This is an optimization exercise on Yosys and OpenROAD, whose aim is small area, not a production implementation. The RTL was checked by simulation tests, not by an equivalence proof against the original design. The clock port is modelled as an ideal driver; clocking choices that lean on that would not hold on a real chip. No activity file was given, so power comes from the tool's default toggle rates.

Design dht_reader, start of the top module:
module dht_reader (
    input  wire        clk,
    input  wire        rst,          
    input  wire        tick_us,      
    input  wire        pin_in,       
    output reg         pin_oe,       
    output reg         pin_out,
    output wire        pin_pue,      
    output wire [15:0] rd_temp,
    output wire [15:0] rd_hum,
    output reg         rd_valid,
    output reg         err_ind,
    output reg         ev_reading,
    output reg         ev_error,
    output reg  [3:0]  st,
    output reg  [7:0]  fail_cnt,
    output reg  [31:0] succ_cnt,
    output reg  [1:0]  last_res
);
Settings: LEC_CHECK=0, CAP_MARGIN=20, CORE_MARGIN=2, CORE_UTILIZATION=40, SLEW_MARGIN=20; clock period 10.0 ns.
standard.sh (not shown) runs the stock make flow with config.mk's settings and CLKGATE_MAP_FILE= SYNTH_SCRIPT=/design/flow/synth_recipe.tcl, a recipe that flattens the netlist after the stock synthesis.
==> flow/flow/run.sh <==
#!/bin/bash
# Standard ORFS layout with these changes:
#  - combinational logic mapped by ABC for area instead of speed, without
#    the separate half/full-adder mapping step. Registers are untouched.
#    Several ABC scripts are tried (flow/abc_base.script, and
#    flow/abc_deep.script with deepsyn seeds 1-8, all deterministic); the
#    one giving the smallest synthesized area is used for the layout;
#  - port buffers are sky130_fd_sc_hd__buf_1 (every port still gets one);
#  - CTS uses clkbuf_4 clock buffers and no dummy loads; a leaf buffer
#    whose clock pins would be slow is then upsized (flow/post_cts.tcl);
#  - one tie cell per constant value (tie fanout not split).
# Logs: cand_*/synth.log and cand_*/orfs/logs for the trial syntheses,
# make_flow.log and orfs/logs for the layout.
set -euo pipefail
W=$PWD
ARGS=(ABC_AREA=1 ADDER_MAP_FILE=
      "BUFFER_PORTS_ARGS=-buffer_cell sky130_fd_sc_hd__buf_1"
      "CTS_ARGS=-sink_clustering_enable -repair_clock_nets -buf_list sky130_fd_sc_hd__clkbuf_4 -dont_use_dummy_load"
      SKIP_REPAIR_TIE_FANOUT=1
      "POST_CTS_TCL=$W/flow/post_cts.tcl")

cands=(base)
for s in 1 2 3 4 5 6 7 8; do cands+=("deep$s"); done

prep() {  # prep NAME: scripts folder and make wrapper for one candidate
  local c=$1
  rm -rf "$W/cand_$c"; mkdir -p "$W/cand_$c"
  cp -r "$FLOW_HOME/scripts" "$W/cand_$c/scripts"
  if [[ $c == base ]]; then
    cp "$W/flow/abc_base.script" "$W/cand_$c/scripts/abc_area.script"
  else
    sed "s/SEED/${c#deep}/" "$W/flow/abc_deep.script" > "$W/cand_$c/scripts/abc_area.script"
  fi
  sed "s|WORK_HOME=[^ ]*|WORK_HOME=$W/cand_$c/orfs|" "$W/standard.sh" > "$W/cand_$c/std.sh"
}

area_of() {
  grep -h "Chip area for module" "$W/cand_$1/orfs/reports/$FLOW_PLATFORM/dht_reader/base/synth_stat.txt" 2>/dev/null \
    | awk '{print $NF}' | tail -1
}

for c in "${cands[@]}"; do prep "$c"; done
running=0
for c in "${cands[@]}"; do
  ( bash "$W/cand_$c/std.sh" SCRIPTS_DIR="$W/cand_$c/scripts" "${ARGS[@]}" synth \
      > "$W/cand_$c/synth.log" 2>&1 || true ) &
  running=$((running + 1))
  if (( running >= ${NUM_CORES:-4} )); then wait -n || true; running=$((running - 1)); fi
done
wait || true

best=""; best_a=""
for c in "${cands[@]}"; do
  a=$(area_of "$c")
  echo "candidate $c: ${a:-failed}" | tee -a "$W/synth_choice.log"
  [[ -z "$a" ]] && continue
  if [[ -z "$best" ]] || awk -v a="$a" -v b="$best_a" 'BEGIN{exit !(a < b)}'; then best=$c; best_a=$a; fi
done
echo "chosen: $best ($best_a)" | tee -a "$W/synth_choice.log"

bash standard.sh SCRIPTS_DIR="$W/cand_$best/scripts" "${ARGS[@]}" finish > make_flow.log 2>&1
Other scripts of this flow, unchanged in this note and not shown: flow/flow/abc_base.script, flow/flow/abc_deep.script, flow/flow/post_cts.tcl
Change:
--- a/flow/design.v
+++ b/flow/design.v
@@ -28,18 +28,18 @@
     endgenerate
     assign temp_neg = neg & ~c[10];
 endmodule
 module dht_reader (
     input  wire        clk,
     input  wire        rst,          
     input  wire        tick_us,      
     input  wire        pin_in,       
-    output reg         pin_oe,       
-    output reg         pin_out,
+    output wire        pin_oe,       
+    output wire        pin_out,
     output wire        pin_pue,      
     output wire [15:0] rd_temp,
     output wire [15:0] rd_hum,
     output reg         rd_valid,
     output reg         err_ind,
     output reg         ev_reading,
     output reg         ev_error,
     output reg  [3:0]  st,
@@ -59,16 +59,18 @@
     localparam [3:0] S_SLEEP_FAIL    = 4'd9;
     localparam [3:0] S_RECOVER       = 4'd10;
     localparam [14:0] L_WARMUP     = 15'd19999;   
     localparam [14:0] L_START_LOW  = 15'd999;
     localparam [14:0] L_START_HIGH = 15'd29;
     localparam [14:0] L_TIMEOUT    = 15'd9999;    
     localparam [14:0] L_FAIL       = 15'd29999;
     assign pin_pue = 1'b1;
+    assign pin_oe  = (st == S_START_LOW) | (st == S_START_HIGH) | (st == S_RECOVER);
+    assign pin_out = (st != S_START_LOW);
     reg  [14:0] cnt;
     reg  [5:0]  bitidx;
     reg  [19:0] sh;          
     reg         neg;
     reg         oor;
     reg  [7:0]  ck;
     reg  [9:0]  hum_q;
     reg  [9:0]  temp_q;
@@ -245,54 +247,43 @@
     endgenerate
     always @(posedge clk)
         fail_cnt <= {8{~fail_clr}} & (fail_cnt ^ fc_t[7:0]);
     wire hit_err    = (fail_cnt == 8'd4);
     wire go_recover = (fail_cnt >= 8'd9) && rd_valid;
     always @(posedge clk) begin
         if (rst) begin
             st         <= S_IDLE;
-            pin_oe     <= 1'b0;
-            pin_out    <= 1'b1;
             temp_q     <= 10'd0;
             tneg_q     <= 1'b0;
             hum_q      <= 10'd0;
             rd_valid   <= 1'b0;
             err_ind    <= 1'b0;
             last_res   <= 2'd0;
             ev_reading <= 1'b0;
             ev_error   <= 1'b0;
         end else if (tick_us) begin
             ev_reading <= 1'b0;
             ev_error   <= 1'b0;
             if (do_begin) begin
-                st      <= S_START_LOW;
-                pin_oe  <= 1'b1;
-                pin_out <= 1'b0;
+                st <= S_START_LOW;
             end else if (do_succ) begin
                 temp_q     <= dec_temp;
                 tneg_q     <= dec_tneg;
                 hum_q      <= sh[19:10];
                 rd_valid   <= 1'b1;
                 err_ind    <= 1'b0;
                 last_res   <= 2'd0;
                 ev_reading <= 1'b1;
                 st         <= S_SLEEP_OK;
             end else if (do_fail) begin
                 last_res <= fail_kind;
                 if (hit_err) begin
                     ev_error <= 1'b1;
                     err_ind  <= 1'b1;
                 end
                 st <= go_recover ? S_RECOVER : S_SLEEP_FAIL;
-                if (go_recover) begin
-                    pin_oe  <= 1'b1;
-                    pin_out <= 1'b1;
-                end
             end else if (do_next) begin
                 st <= next_st;
-                if (st == S_START_LOW)  pin_out <= 1'b1;
-                if (st == S_START_HIGH) pin_oe  <= 1'b0;
-                if (st == S_RECOVER)    pin_oe  <= 1'b0;
             end
         end
     end
 endmodule
Outcome: Flip-flop and latch count goes down by 2; final cell count goes up slightly; power goes down slightly; clock skew goes down by 6.3 ps; die area goes down slightly; non-clock buffer count goes up by 1; sequential power goes down slightly; design area goes down slightly; maximum frequency goes up by roughly a tenth; routed wire length goes down slightly; register-to-register slack gains 820 ps; clock-buffer cell count is unchanged; hold slack gains 12 ps.

## afterwards: timing with drivers on the ports
The flow's constraints put no driver on any port. The routed layouts listed below were extracted and timed again, unchanged, in two steps. Step 1 assumes that a clkbuf_16 drives the clock port and a buf_2 every other input. Step 2 moves the port delays by t, midway between the first and last clock arrival at a register: inputs arrive t later, outputs are due t later. That takes back most of the time a late clock gives input paths. Three values: ideal ports, drivers, drivers and shift; two values: the first two.
| run | t (ns) | setup WS [ns] | hold slack, ns | worst setup path after step 2 |
|---|---|---|---|---|
| the first run | 0.536 | 3.652 / 3.660 / 3.124 | 0.450 / 0.450 / 0.450 | input to register |
| the second run | 0.540 | 4.291 / 4.305 / 3.765 | 0.462 / 0.462 / 0.462 | input to register |
After both steps every run listed still meets setup and hold. For the first run, which loses most, drivers alone change the setup slack by +0.008 ns; drivers and shift together by -0.528 ns.
